Background: an optimization exercise with open tools, aiming at small area. Do not read the settings as production practice.
Only simulation tests tie the RTL to the original design; equivalence was not proved.
Power figures rest on the tool's default switching activity, not on a simulated workload.

[flow/config.mk]
export PLATFORM = sky130hd
export DESIGN_NAME = lasersync_core
export DESIGN_NICKNAME = lasersync_core
export VERILOG_FILES = /design/flow/design.v
export SDC_FILE = /design/flow/constraint.sdc
export NUM_CORES = 4
export LEC_CHECK = 0
export CAP_MARGIN = 20
export CORE_MARGIN = 2
export CORE_UTILIZATION = 40
export PLACE_DENSITY = 0.6
export SLEW_MARGIN = 20
export SYNTH_HIERARCHICAL = 1
[flow/constraint.sdc]
create_clock -name core_clock -period 8.0 [get_ports {clk}]
set_input_delay 1.6000 -clock core_clock [delete_from_list [all_inputs] [get_ports {clk}]]
set_output_delay 1.6000 -clock core_clock [all_outputs]
set_load 0.01 [all_outputs]
[flow/design.v]
module ls_transport #(
    parameter WORD_W = 32,
    parameter DEPTH  = 16,
    parameter SLOT_W = 27
) (
    input  wire              clk,
    input  wire              rst,
    input  wire              wr_en,
    input  wire [WORD_W-1:0] wr_data,
    input  wire              wr_commit_en,
    input  wire              rd_req,
    input  wire              rd_commit,
    input  wire              rd_discard,
    input  wire              rd_p3,
    output wire [SLOT_W-1:0] read_data,
    output wire              empty,
    output wire              full
);
    localparam AW = $clog2(DEPTH);
    localparam PW = AW + 1;
    reg [SLOT_W-1:0] mem [0:DEPTH-1];
    reg [PW-1:0] wr_ptr;
    reg [PW-1:0] wr_commit;
    reg [PW-1:0] rd_ptr;
    reg [PW-1:0] rd_commit_ptr;
    reg [1:0]    wr_pos;
    reg [9:0]    stage;
    wire [PW-1:0] wr_next = wr_ptr + 1'b1;
    wire          wr_ok   = wr_en && !full;
    assign empty = (rd_ptr == wr_commit);
    assign full  = (wr_ptr[AW-1:0] == rd_commit_ptr[AW-1:0]) &&
                   (wr_ptr[AW] != rd_commit_ptr[AW]);
    wire op_scan = (wr_data[7:0] == 8'd0);
    wire op_last = (wr_data[7:0] == 8'd1);
    wire is_ins  = (wr_pos == 2'd0);
    wire is_p3   = (wr_pos == 2'd3);
    wire [SLOT_W-1:0] wr_slot = {
        wr_data[26],
        is_p3  ? stage : wr_data[25:16],
        wr_data[15:8],
        wr_data[7],
        is_ins ? {op_last, op_scan, wr_data[31:27]} : wr_data[6:0]
    };
    always @(posedge clk) begin
        if (wr_ok)
            mem[wr_next[AW-1:0]] <= wr_slot;
    end
    always @(posedge clk) begin
        if (wr_ok)
            stage <= {wr_data[31:27], stage[9:5]};
    end
    always @(posedge clk) begin
        if (rst) begin
            wr_ptr    <= {PW{1'b0}};
            wr_commit <= {PW{1'b0}};
            wr_pos    <= 2'd0;
        end else begin
            if (wr_ok) begin
                wr_ptr <= wr_next;
                if (is_ins)
                    wr_pos <= op_scan ? 2'd1 : 2'd0;
                else
                    wr_pos <= wr_pos + 2'd1;
            end
            if (wr_commit_en)
                wr_commit <= wr_ptr;
        end
    end
    always @(posedge clk) begin
        if (rst) begin
            rd_ptr        <= {PW{1'b0}};
            rd_commit_ptr <= {PW{1'b0}};
        end else begin
            if (rd_req) begin
                if (!empty)
                    rd_ptr <= rd_ptr + 1'b1;
            end else if (rd_commit) begin
                rd_commit_ptr <= rd_ptr;
            end else if (rd_discard) begin
                rd_ptr <= rd_commit_ptr;
            end
        end
    end
    wire [AW-1:0] rd_addr = rd_p3 ? {rd_commit_ptr[AW-1:2] + 1'b1, rd_commit_ptr[1:0]}
                                  : rd_ptr[AW-1:0];
    wire [DEPTH-1:0] rd_sel;
    wire [DEPTH*SLOT_W-1:0] mem_flat;
    genvar g;
    generate
        for (g = 0; g < DEPTH; g = g + 1) begin : g_rd
            assign rd_sel[g] = (rd_addr == g);
            assign mem_flat[g*SLOT_W +: SLOT_W] = mem[g];
        end
    endgenerate
    ls_rdmux #(
        .WORD_W (SLOT_W),
        .DEPTH  (DEPTH)
    ) u_rdmux (
        .sel  (rd_sel),
        .din  (mem_flat),
        .dout (read_data)
    );
endmodule
module ls_rdmux #(
    parameter WORD_W = 32,
    parameter DEPTH  = 16
) (
    input  wire [DEPTH-1:0]        sel,
    input  wire [DEPTH*WORD_W-1:0] din,
    output reg  [WORD_W-1:0]       dout
);
    integer i;
    always @(*) begin
        dout = {WORD_W{1'b0}};
        for (i = 0; i < DEPTH; i = i + 1)
            dout = dout | (din[i*WORD_W +: WORD_W] & {WORD_W{sel[i]}});
    end
endmodule
module ls_pwm #(
    parameter PP = 25
) (
    input  wire clk,
    input  wire rst,
    output reg  pwm_out
);
    localparam CW = (PP > 1) ? $clog2(PP) : 1;
    reg [CW-1:0] pwm_counter;
    always @(posedge clk) begin
        if (rst) begin
            pwm_counter <= {CW{1'b0}};
            pwm_out     <= 1'b0;
        end else if (pwm_counter == {CW{1'b0}}) begin
            pwm_out     <= ~pwm_out;
            pwm_counter <= PP - 1;
        end else begin
            pwm_counter <= pwm_counter - 1'b1;
        end
    end
endmodule
module ls_stepgen #(
    parameter STEP_W = 23
) (
    input  wire              clk,
    input  wire              rst,
    input  wire              armed,
    input  wire [STEP_W-1:0] half_period,
    output reg               step_out
);
    reg [STEP_W-1:0] step_counter;
    reg ge;
    integer i;
    always @(*) begin
        ge = 1'b1;
        for (i = 0; i < STEP_W; i = i + 1)
            ge = (step_counter[i] & ~half_period[i]) |
                 (~(step_counter[i] ^ half_period[i]) & ge);
    end
    always @(posedge clk) begin
        if (rst) begin
            step_counter <= {STEP_W{1'b0}};
            step_out     <= 1'b0;
        end else if (armed) begin
            if (ge) begin
                step_out     <= ~step_out;
                step_counter <= {STEP_W{1'b0}};
            end else begin
                step_counter <= step_counter + 1'b1;
            end
        end else begin
            step_counter <= {STEP_W{1'b0}};
        end
    end
endmodule
module lasersync_core (
    input  wire        clk,
    input  wire        rst,             
    input  wire        pd_in,           
    input  wire        synchronize,
    input  wire        expose_start,
    input  wire        single_facet,
    input  wire        single_line,
    input  wire        wr_en,
    input  wire [31:0] wr_data,
    input  wire        wr_commit,
    output reg  [1:0]  laser,
    output wire        pwm_out,
    output reg         motor_enable,
    output wire        step_out,
    output reg         direction,
    output reg         synced,
    output reg         error,
    output reg         expose_finished,
    output wire [2:0]  state,
    output wire        empty,
    output wire        full
);
    localparam WORD_W  = 32;
    localparam DEPTH   = 16;
    localparam LASER_N = 2;
    localparam STEP_W  = WORD_W - 9;
    localparam F    = 4;      
    localparam T    = 300;    
    localparam J    = 5;      
    localparam L    = 3;      
    localparam B    = 80;     
    localparam SPIN = 50;     
    localparam STAB = 1000;   
    localparam LOCK = 400;    
    localparam PP   = 25;     
    localparam S0   = 20;     
    localparam WIN_LO   = T - 1 - J;
    localparam WIN_HI   = T - 1 + J;
    localparam END_TICK = T - J - 2;
    localparam [LASER_N-1:0] ALL_ON = {LASER_N{1'b1}};
    localparam TICK_W   = $clog2(T + STAB + 1);
    localparam FACET_W  = (F > 1) ? $clog2(F) : 1;
    localparam BITCD_W  = $clog2(L);
    localparam SCAN_W   = $clog2(B + 1);
    localparam WBIT_W   = $clog2(WORD_W);
    localparam [2:0] S_RESET       = 3'd0;
    localparam [2:0] S_STOP        = 3'd1;
    localparam [2:0] S_SPINUP      = 3'd2;
    localparam [2:0] S_WAITSTABLE  = 3'd3;
    localparam [2:0] S_READINSTR   = 3'd4;
    localparam [2:0] S_WAITDATARUN = 3'd5;
    localparam [2:0] S_DATARUN     = 3'd6;
    localparam [2:0] S_WAITEND     = 3'd7;
    localparam C0 = 100;
    localparam CW = 11;
    function [CW-1:0] TK(input integer t);
        TK = C0 + 4 * (t / 3) + (t % 3);
    endfunction
    reg [2:0]          fsm_state;
    reg [FACET_W-1:0]  facet_index;
    reg [CW-1:0]       tick;
    reg                lock_thr;
    reg                from_end;
    reg [STEP_W-1:0]   step_half_period;
    reg                processing_lines;
    reg                armed_move;
    reg                pd_prev;
    reg                expose_start_prev;
    reg rd_req;
    reg rd_commit;
    reg rd_discard;
    localparam SLOT_W = 27;
    wire [SLOT_W-1:0] read_data;
    wire              rd_p3;
    assign state = fsm_state;
    ls_transport #(
        .WORD_W (WORD_W),
        .DEPTH  (DEPTH)
    ) u_transport (
        .clk          (clk),
        .rst          (rst),
        .wr_en        (wr_en),
        .wr_data      (wr_data),
        .wr_commit_en (wr_commit),
        .rd_req       (rd_req),
        .rd_commit    (rd_commit),
        .rd_discard   (rd_discard),
        .rd_p3        (rd_p3),
        .read_data    (read_data),
        .empty        (empty),
        .full         (full)
    );
    ls_pwm #(
        .PP (PP)
    ) u_pwm (
        .clk     (clk),
        .rst     (rst),
        .pwm_out (pwm_out)
    );
    ls_stepgen #(
        .STEP_W (STEP_W)
    ) u_step (
        .clk         (clk),
        .rst         (rst),
        .armed       (armed_move),
        .half_period (step_half_period),
        .step_out    (step_out)
    );
    wire [CW-1:0] tick_inc = (tick[1:0] == 2'd2) ? {tick[CW-1:2] + 1'b1, 2'd0}
                                                 : {tick[CW-1:2], tick[1:0] + 2'd1};
    wire [1:0] phase    = tick[1:0];
    wire       run_end  = (tick[8:6] == 3'b111);           
    wire       word_end = (tick[6:2] == 5'b11111);         
    wire pd_edge     = pd_prev & ~pd_in;
    wire expose_rise = expose_start & ~expose_start_prev;
    wire in_window = (tick >= TK(WIN_LO)) && (tick <= TK(WIN_HI));
    localparam END_BASE = END_TICK + 1;
    wire timeout = from_end ? (lock_thr ? (tick >= TK(END_BASE + LOCK))
                                        : (tick >= TK(END_BASE + STAB)))
                            : (tick >= TK(STAB));
    wire no_line = (single_facet && facet_index != 0) || empty || !processing_lines;
    wire              op_scan = read_data[5];
    wire              op_last = read_data[6];
    wire              ins_dir = read_data[8];
    wire [STEP_W-1:0] ins_hp  = {read_data[4:0], read_data[26:9]};
    wire [WBIT_W-1:0] wbit   = tick[WBIT_W+1:2];
    wire              wbit_hi = (wbit >= 5'd27);
    assign rd_p3 = (fsm_state == S_DATARUN) && wbit_hi && !(tick[8] && tick[7]);
    wire [31:0] bit_vec = {tick[8] ? read_data[25:21] : read_data[20:16],
                           read_data[26:0]};
    wire cur_bit = bit_vec[wbit];
    always @(*) begin
        rd_req     = 1'b0;
        rd_commit  = 1'b0;
        rd_discard = 1'b0;
        case (fsm_state)
            S_WAITSTABLE: begin
                if (!timeout && pd_edge && in_window && !no_line)
                    rd_req = 1'b1;
            end
            S_READINSTR: begin
                if (op_last)
                    rd_commit = 1'b1;
            end
            S_WAITDATARUN: begin
                if (tick >= TK(S0))
                    rd_req = 1'b1;
            end
            S_DATARUN: begin
                if (phase == 2'd2) begin
                    if (word_end)
                        rd_req = 1'b1;
                end else if (phase == 2'd0 && run_end) begin
                    if (single_line && empty)
                        rd_discard = 1'b1;
                    else
                        rd_commit = 1'b1;
                end
            end
            default: ;
        endcase
    end
    always @(posedge clk) begin
        if (fsm_state == S_READINSTR && op_scan)
            step_half_period <= ins_hp;
    end
    always @(posedge clk) begin
        if (rst) begin
            fsm_state         <= S_RESET;
            error             <= 1'b0;
            synced            <= 1'b0;
            expose_finished   <= 1'b0;
            processing_lines  <= 1'b0;
            armed_move        <= 1'b0;
            facet_index       <= {FACET_W{1'b0}};
            tick              <= TK(0);
            lock_thr          <= 1'b0;
            from_end          <= 1'b0;
            laser             <= {LASER_N{1'b0}};
            motor_enable      <= 1'b0;
            direction         <= 1'b0;
            pd_prev           <= 1'b0;
            expose_start_prev <= 1'b0;
        end else begin
            pd_prev           <= pd_in;
            expose_start_prev <= expose_start;
            if (expose_rise) begin
                processing_lines <= 1'b1;
                expose_finished  <= 1'b0;
            end
            case (fsm_state)
                S_RESET: begin
                    error     <= 1'b0;
                    fsm_state <= S_STOP;
                end
                S_STOP: begin
                    tick             <= TK(0);
                    facet_index      <= {FACET_W{1'b0}};
                    synced           <= 1'b0;
                    laser            <= {LASER_N{1'b0}};
                    motor_enable     <= 1'b0;
                    lock_thr         <= 1'b0;
                    if (synchronize && !error) begin
                        if (!pd_in) begin
                            error <= 1'b1;            
                        end else begin
                            error        <= 1'b0;
                            motor_enable <= 1'b1;
                            fsm_state    <= S_SPINUP;
                        end
                    end
                end
                S_SPINUP: begin
                    if (tick >= TK(SPIN)) begin
                        laser     <= ALL_ON;
                        tick      <= TK(0);
                        from_end  <= 1'b0;
                        fsm_state <= S_WAITSTABLE;
                    end else begin
                        tick <= tick_inc;
                    end
                end
                S_WAITSTABLE: begin
                    if (timeout) begin
                        error     <= 1'b1;                
                        fsm_state <= S_STOP;
                    end else if (pd_edge) begin
                        laser <= {LASER_N{1'b0}};
                        tick  <= TK(0);
                        if (in_window) begin
                            synced <= 1'b1;
                            facet_index <= facet_index + 1'b1;
                            if (no_line) begin
                                armed_move <= 1'b0;
                                fsm_state  <= S_WAITEND;
                            end else begin
                                lock_thr  <= 1'b1;
                                fsm_state <= S_READINSTR;
                            end
                        end else begin
                            synced <= 1'b0;             
                            armed_move   <= 1'b0;
                            fsm_state    <= S_WAITEND;
                        end
                    end else begin
                        tick <= tick_inc;
                    end
                end
                S_READINSTR: begin
                    tick <= tick_inc;
                    if (op_scan) begin                        
                        direction        <= ins_dir;
                        armed_move       <= 1'b1;
                        fsm_state        <= S_WAITDATARUN;
                    end else if (op_last) begin               
                        expose_finished  <= 1'b1;
                        armed_move       <= 1'b0;
                        processing_lines <= 1'b0;
                        fsm_state        <= S_WAITEND;
                    end else begin                            
                        error <= 1'b1;
                    end
                end
                S_WAITDATARUN: begin
                    tick <= tick_inc;
                    if (tick >= TK(S0))
                        fsm_state <= S_DATARUN;
                end
                S_DATARUN: begin
                    tick <= tick_inc;
                    if (phase == 2'd0) begin
                        if (!run_end) begin
                            laser <= {{(LASER_N-1){1'b0}}, cur_bit};
                        end else begin
                            laser     <= {LASER_N{1'b0}};
                            fsm_state <= S_WAITEND;
                        end
                    end
                end
                S_WAITEND: begin
                    tick <= tick_inc;
                    if (!synchronize) begin
                        fsm_state <= S_STOP;
                    end else if (tick >= TK(END_TICK)) begin
                        laser     <= ALL_ON;
                        from_end  <= 1'b1;
                        fsm_state <= S_WAITSTABLE;
                    end
                end
            endcase
        end
    end
endmodule
[flow/run.sh]
#!/bin/bash
# synth_recipe.tcl (not shown) runs the flow's synth.tcl, then flattens the netlist and writes it again
# the make line also repeats each setting of config.mk as NAME=value (left out here)
make -C /OpenROAD-flow-scripts/flow DESIGN_CONFIG=/design/flow/config.mk WORK_HOME=/design/flow/orfs CLKGATE_MAP_FILE= SYNTH_SCRIPT=/design/flow/synth_recipe.tcl finish
==> results of run 1 <==
-- final cells by class --
class | count | area [µm²] | share of cell area
Clock buffer | 68 | 1480 | 0.0580
Clock inverter | 36 | 367 | 0.0144
Inverter | 54 | 203 | 0.00795
Multi-Input combinational cell | 821 | 6210 | 0.244
Sequential cell | 546 | 15600 | 0.612
Tap cell | 756 | 946 | 0.0371
Timing Repair Buffer | 76 | 701 | 0.0275
-- power by group through the flow --
stage | Sequential [W] | Clock [W] | Combinational (W)
final | 0.00321 | 0.00261 | 0.000333
after global routing | 0.00322 | 0.00277 | 0.000365
after CTS | 0.00321 | 0.00265 | 0.000332
after detailed placement | 0.00327 | 0 | 0.000329
after global placement | 0.00327 | 0 | 0.000320
after floorplan | 0.00324 | 0 | 0.000228
-- cells in the final DEF (no fill, tap or decap), types with 17 or more instances in the layout --
master,n
clkdlybuf4s50_1,53
nor2_1,78
edfxtp_1,465
nand2_1,39
o21ai_0,24
clkbuf_16,57
buf_4,21
dfxtp_1,81
nand4_1,42
a21oi_1,34
nor2_2,17
a221oi_1,110
a22o_1,108
ha_1,37
inv_1,53
nand3_1,26
xnor2_1,20
nor3_1,17
-- per-stage QoR --
| stage | worst slack, ns | hold slack (ns) |
|---|---|---|
| floorplan | 3.96 | 0.420 |
| global route | 2.39 | 0.458 |
| CTS | 2.46 | 0.446 |
| finish | 2.66 | 0.445 |
| global placement | 2.60 | 0.428 |
| detailed placement | 2.49 | 0.432 |
-- path summary, 6_finish.rpt --
kind | slack (ns) | startpoint | to | depth (start not counted)
min reg2reg | 0.45 | u_transport.stage[9] | u_transport.stage[4] | 0
max reg2reg | 2.66 | tick[2] | laser[0] | 15
min | 0.45 | u_transport.stage[9] | u_transport.stage[4] | 0
max | 2.66 | tick[2] | laser[0] | 15
-- sequential cells by signal, summed over array words and instances (netlist names), 10 cells and up --
name / cells
u_transport.mem: 432
step_half_period: 23
u_step.step_counter: 23
tick: 11
u_transport.stage: 10
-- cell families (layout without fill, tap and decap cells) --
family	after synthesis	in the layout
AND/OR/NAND/NOR	323	323
XOR/XNOR	35	35
adder cells (fa/ha/maj)	37	37
AO/OA/AOI/OAI	386	386
multiplexers	40	40
flip-flops	546	546
buffers and inverters	150	234
-- worst max-delay path: stages, from the launching register on --
cell and delay, ns:
dfxtp_1 0.80, ha_1 0.34, a211oi_1 0.10, nor4b_4 0.73, nor3b_1 0.10, a31oi_1 0.52, nor2_2 0.06, buf_4 0.30
a22o_1 0.27, a221oi_1 0.34, nand4_1 0.32, mux4_2 0.57, o2111ai_1 0.26, o211ai_1 0.13, nor4_1 0.25, nor3b_1 0.08
-- layer usage --
metal  vias to the layer above  wire (µm)
met1                      6906      24200
met3                        92       3680
met2                       451      27700
met5                         -          0
met4                         0       1530
li1                       6171          -
==> results.txt, run 1 <==
outcome timing/DRC/antenna clean; Main synth FF type edfxtp_1; Yosys warning total 11; RSZ-0062 raised after global routing no; Clock Latency Late Sink 0.62 ns; EDFF count, synth 465; Vias 13600; flop and latch count out of synthesis 546; Placed Instances 2252; Tightest Pin Transition 0.986 ns; die width 241 µm; Finished Layout Cells 2357; drt drc 0; Syn Std Cell Area 0.0226 mm²; final slew viol count 0; Reg clk slew, reported paths 0.06 ns; pin count of the biggest net entering global routing 51; Layout Nets 1633; VDD IR max 142 µV; GRT overflow 0; grt peak-use layer met2; Synth area leader edfxtp_1; Final min period 5.34 ns; initial antenna violation count 1; Core Rows 87; H-tree depth 2; CTS Sinks 546; Initial Util 0.402; Cell Area, Placed 0.0236 mm²; largest family of logic cells by synthesized area compound AO/OA/AOI/OAI gates; syn_nets 1595; GPL Wtd Cong 0.847; Ports 55; antenna fix cells 0; Worst Path Required 8.46 ns; Routed WL per cell 24.2 µm; CP arrival 5.80 ns; Cell Pwr Density 242 mW/mm²; die area 0.0583 mm²; Power Total 0.00616 W; Hold Path Class register to register; share of the synthesized area in the top cell type 0.619; All-Layer GR Usage 0.199; Sequential Power Share 0.522; CTS tree done; crit share post-route 0.667; Root Driver clkbuf_16; Final ANT Viol Nets 0; Final Skew 0.0273 ns; hold_buf cts 0; Num CTS Buffers 56; final count of negative-setup-slack endpoints 0; Synth Area in Adders 0.0205; Resized Gates After CTS 0; Gate power share 0.054; Max Root-Sink Buffers 3; crit path launch type register; Clock power frac 0.424; register area share after synthesis 0.691; met1 Usage GRT 0.266; simple-gate area share of the yosys netlist 0.0768; Detailed Route WL 57.1 mm; mux cell area share after synthesis 0.0221; Max-cap violations 0; xor and xnor area share after synthesis 0.0143; Net Sw Frac 0.221; vias in the first global route 13600; compound-gate portion of the synthesized area 0.138; die height 241 µm; Static Leakage 8.27 nW; Post-CTS Setup Bufs 0; critical path class register to register; syn avg cell area 14.9 µm²; vias per std cell 5.78; critical path fanouts, max 27; count leader, synth edfxtp_1; initial drt markers 1199; Area Overhead vs Synth 13.0%; Synth Instances 1517; grt met2 use 0.329; met3 usage 0.0353; number of fill cells 4893; Final HPWL DP 33.5 mm; Unique masters post-synth 86; Synth area leaders edfxtp_1 (62%), dfxtp_1 (7.2%), a221oi_1 (4.3%); Internal Power 0.00479 W; global-route wire length before repair 86.2 mm; TNS Setup 0 ns; final hold viol count 0; Post-synth top cells edfxtp_1 (465), a221oi_1 (110), a22o_1 (108), nor2_1 (94), dfxtp_1 (81); worst rel slew slack 0.343; final instance area 0.0255 mm²; share of cells above drive strength 1 0.114; Core Util, Final 0.455; switching power 0.00136 W; kind of end point of the critical path register; Max Clock Freq 0.187 GHz; drt first pass iters 5; Core Area 0.0561 mm²; ys async rst share 0; # port buffers 54
==> inputs of run 2 (changes only) <==
==> flow/flow/run.sh (new file) <==
#!/bin/bash
# Standard layout (the standard.sh), with a leaner clock tree: no dummy
# loads and larger sink clusters driven by clkbuf_16; and buf_1 port buffers.
set -euo pipefail
export CTS_ARGS="-sink_clustering_enable -repair_clock_nets -dont_use_dummy_load -sink_clustering_size 28 -sink_clustering_max_diameter 100 -buf_list sky130_fd_sc_hd__clkbuf_16"
export BUFFER_PORTS_ARGS="-buffer_cell sky130_fd_sc_hd__buf_1"
bash standard.sh > standard.log 2>&1
==> flow/standard.sh (new file) <==
#!/bin/bash
# synth_recipe.tcl (not shown) runs the flow's synth.tcl, then flattens the netlist and writes it again
# the make line also repeats each setting of config.mk as NAME=value (left out here)
make -C /OpenROAD-flow-scripts/flow DESIGN_CONFIG=/design/flow/config.mk WORK_HOME=/design/flow/orfs CLKGATE_MAP_FILE= SYNTH_SCRIPT=/design/flow/synth_recipe.tcl "${@:-finish}"
removed: flow/run.sh
==> results.txt, run 2 <==
Final min period 5.37 ns (was 5.34 ns); register area share after synthesis 0.691 (unchanged); Tightest Pin Transition 1.08 ns (was 0.986 ns); reg2reg setup slack 2.63 ns (was 2.66 ns); RSZ-0062 raised after global routing no (unchanged); Routed WL per cell 24.9 µm (was 24.2 µm); final worst slack 2.63 ns (was 2.66 ns); Synth area leaders edfxtp_1 (62%), dfxtp_1 (7.2%), a221oi_1 (4.3%) (unchanged); Power Total 0.00488 W (was 0.00616 W); Yosys warning total 11 (unchanged); Clock Latency Late Sink 0.61 ns (was 0.62 ns); outcome timing/DRC/antenna clean (unchanged); Core Rows 87 (unchanged); VDD IR max 132 µV (was 142 µV); Final Skew 0.0803 ns (was 0.0273 ns); Core Util, Final 0.427 (was 0.455); Final HPWL DP 34.1 mm (was 33.5 mm); pin count of the biggest net entering global routing 51 (unchanged); Fin Hold WS 0.473 ns (was 0.445 ns); max reg flops 432 (unchanged); Reg-to-Reg Start tick[2] (unchanged); # port buffers 54 (unchanged); Num CTS Buffers 24 (was 56); Final ANT Viol Nets 0 (unchanged); die area 0.0583 mm² (unchanged); Main synth FF type edfxtp_1 (unchanged); Ports 55 (unchanged); Post-CTS Setup Bufs 0 (unchanged); final hold viol count 0 (unchanged); All-Layer GR Usage 0.194 (was 0.199); die height 241 µm (unchanged); Worst Path Required 8.43 ns (was 8.46 ns); count leader, synth edfxtp_1 (unchanged); most frequent cells in the layout edfxtp_1 (465), a221oi_1 (110), a22o_1 (108) (unchanged); critical path class register to register (unchanged); Cell Pwr Density 204 mW/mm² (was 242 mW/mm²); Area Overhead vs Synth 6.06% (was 13.0%); Static Leakage 7.54 nW (was 8.27 nW); TNS Setup 0 ns (unchanged); flop and latch count out of synthesis 546 (unchanged); Worst setup endpoint laser[0] (unchanged); cells on worst reg2reg path 14 (was 15); ys async rst share 0 (unchanged); EDFF count, synth 465 (unchanged); Core Area 0.0561 mm² (unchanged); commonest non-fill, non-tap cell in the layout edfxtp_1 (unchanged); Max Root-Sink Buffers 3 (unchanged); global-route wire length before repair 84.0 mm (was 86.2 mm); CP arrival 5.81 ns (was 5.80 ns); Setup WS pre-CTS 2.29 ns (was 2.49 ns); Syn Std Cell Area 0.0226 mm² (unchanged); H-tree depth 1 (was 2); crit share post-route 0.672 (was 0.667); critical path startpoint tick[2] (unchanged); Initial Util 0.402 (unchanged); Layout Nets 1601 (was 1633); FF-to-FF End laser[0] (unchanged); Synth Instances 1517 (unchanged); Hold Path Class register to register (unchanged); Unique masters post-synth 86 (unchanged); crit path launch type register (unchanged); GPL Wtd Cong 0.848 (was 0.847); syn_nets 1595 (unchanged); Post-synth top cells edfxtp_1 (465), a221oi_1 (110), a22o_1 (108), nor2_1 (94), dfxtp_1 (81) (unchanged); Root Driver clkbuf_16 (unchanged); CTS tree done (unchanged); vias per std cell 5.92 (was 5.78); GRT overflow 0 (unchanged); number of fill cells 5008 (was 4893); hold_buf cts 0 (unchanged); share of the synthesized area in the top cell type 0.619 (unchanged); FF+latch area 0.0156 mm² (unchanged); area of the multi-input gates 0.00621 mm² (about the same); final slew viol count 0 (unchanged); Detailed Route WL 56.7 mm (was 57.1 mm); syn avg cell area 14.9 µm² (unchanged); kind of end point of the critical path register (unchanged); critical path fanouts, max 20 (was 27); initial drt markers 1356 (was 1199); die width 241 µm (unchanged); Max Clock Freq 0.186 GHz (was 0.187 GHz); worst rel slew slack 0.282 (was 0.343); CTS Sinks 546 (unchanged); Max-cap violations 0 (unchanged); share of cells above drive strength 1 0.0848 (was 0.114); vias in the first global route 13100 (was 13600); Resized Gates After CTS 0 (unchanged); Vias 13500 (was 13600); initial antenna violation count 1 (unchanged); Reg clk slew, reported paths 0.11 ns (was 0.06 ns); drt drc 0 (unchanged); Synth area leader edfxtp_1 (unchanged); drt first pass iters 5 (unchanged); final count of negative-setup-slack endpoints 0 (unchanged)
-- run 2: cell types whose count changed in the layout (fill, tap and decap cells not counted), sizes merged --
cell           change
buf               +53
clkdlybuf4s50     -53
clkinv            -25
inv                -3
diode              +1
clkinvlp           -2
clkbuf            -44
bufinv             -6
-- run 2: area by class of cell --
cell class | count | area share
flip-flops and latches | 546 | 0.652
multi-input cells | 821 | 0.260
well taps | 756 | 0.0395
clock buffers | 24 | 0.0251
repair buffers | 76 | 0.0154
inverters | 54 | 0.00847
diodes | 1 | 0.000105
-- run 2: how the worst min path moves through the flow --
stage	slack, ns	to	start	depth (start not counted)
finish	0.47	u_pwm.pwm_counter[0]	u_pwm.pwm_counter[0]	1
global route	0.50	processing_lines	processing_lines	2
CTS	0.47	u_pwm.pwm_counter[0]	u_pwm.pwm_counter[0]	1
detailed placement	0.45	u_pwm.pwm_counter[0]	u_pwm.pwm_counter[0]	1
global placement	0.45	u_pwm.pwm_counter[0]	u_pwm.pwm_counter[0]	1
floorplan	0.42	u_transport.stage[0]	u_transport.stage[5]	0
-- run 2: where the power goes --
part           internal (W)  total, W  switching (W)  leakage [nW]
sequential          0.00315   0.00320      0.0000437          4.87
combinational      0.000105  0.000321       0.000216          2.37
clock              0.000539   0.00136       0.000826         0.296
-- run 2: metrics by stage --
stage                     area, µm²  cells
after global placement        23300   2253
after detailed placement      23300   2253
after floorplan               22600   1517
after CTS                     23900   2277
after global routing          23900   2277
final                         23900   2278
-- run 2: cell families (layout without fill, tap and decap cells) --
| group | after synthesis | count (layout) | share of synthesized area |
|---|---|---|---|
| XOR/XNOR | 35 | 35 | 0.0143 |
| AO/OA/AOI/OAI | 386 | 386 | 0.138 |
| AND/OR/NAND/NOR | 323 | 323 | 0.0768 |
| multiplexers | 40 | 40 | 0.0221 |
| adder cells (fa/ha/maj) | 37 | 37 | 0.0205 |
| buffers and inverters | 150 | 154 | 0.0374 |
| other | 0 | 1 | 0 |
| flip-flops | 546 | 546 | 0.691 |
-- run 2: per-layer routing --
metal / vias up / global-route usage / share of wire
li1: 6051 / - / -
met1: 6890 / 0.268 / 0.43
met2: 492 / 0.328 / 0.49
met3: 58 / 0.0272 / 0.066
met4: 0 / 0.0412 / 0.021
met5: - / 0 / 0
-- run 2: critical path, stage by stage (launching register included) --
cell	delay, ns
dfxtp_1	0.79
ha_1	0.34
a211oi_1	0.10
nor4b_4	0.75
nor3b_1	0.11
a31oi_1	0.48
nor2_2	0.29
buf_4	0.33
a221oi_1	0.47
nand4_1	0.39
mux4_2	0.57
o2111ai_1	0.21
o211ai_1	0.12
nor4_1	0.25
nor3b_1	0.07

==> afterwards: timing with drivers on the ports <==
How much do the figures lean on ideal ports? The routed layouts below were timed once more, with nothing changed but the port constraints.
Step 1 assumes that a clkbuf_16 drives the clock port and a buf_2 every other input.
Step 2, shift: input delay + t, output delay - t, t = (earliest + latest rising clock arrival at the registers) / 2. This alone moves slack from input paths to output paths.
Three values: ideal ports, drivers, drivers and shift; two values: the first two.
run | shift t [ns] | setup WS [ns] | worst hold slack (ns) | worst setup path at the end
run 1 | 0.665 | 2.664 / 2.664 / 2.664 | 0.445 / 0.445 / 0.445 | register to register
run 2 | 0.625 | 2.625 / 2.625 / 2.625 | 0.473 / 0.473 / 0.473 | register to register
After both steps every run listed still meets setup and hold.
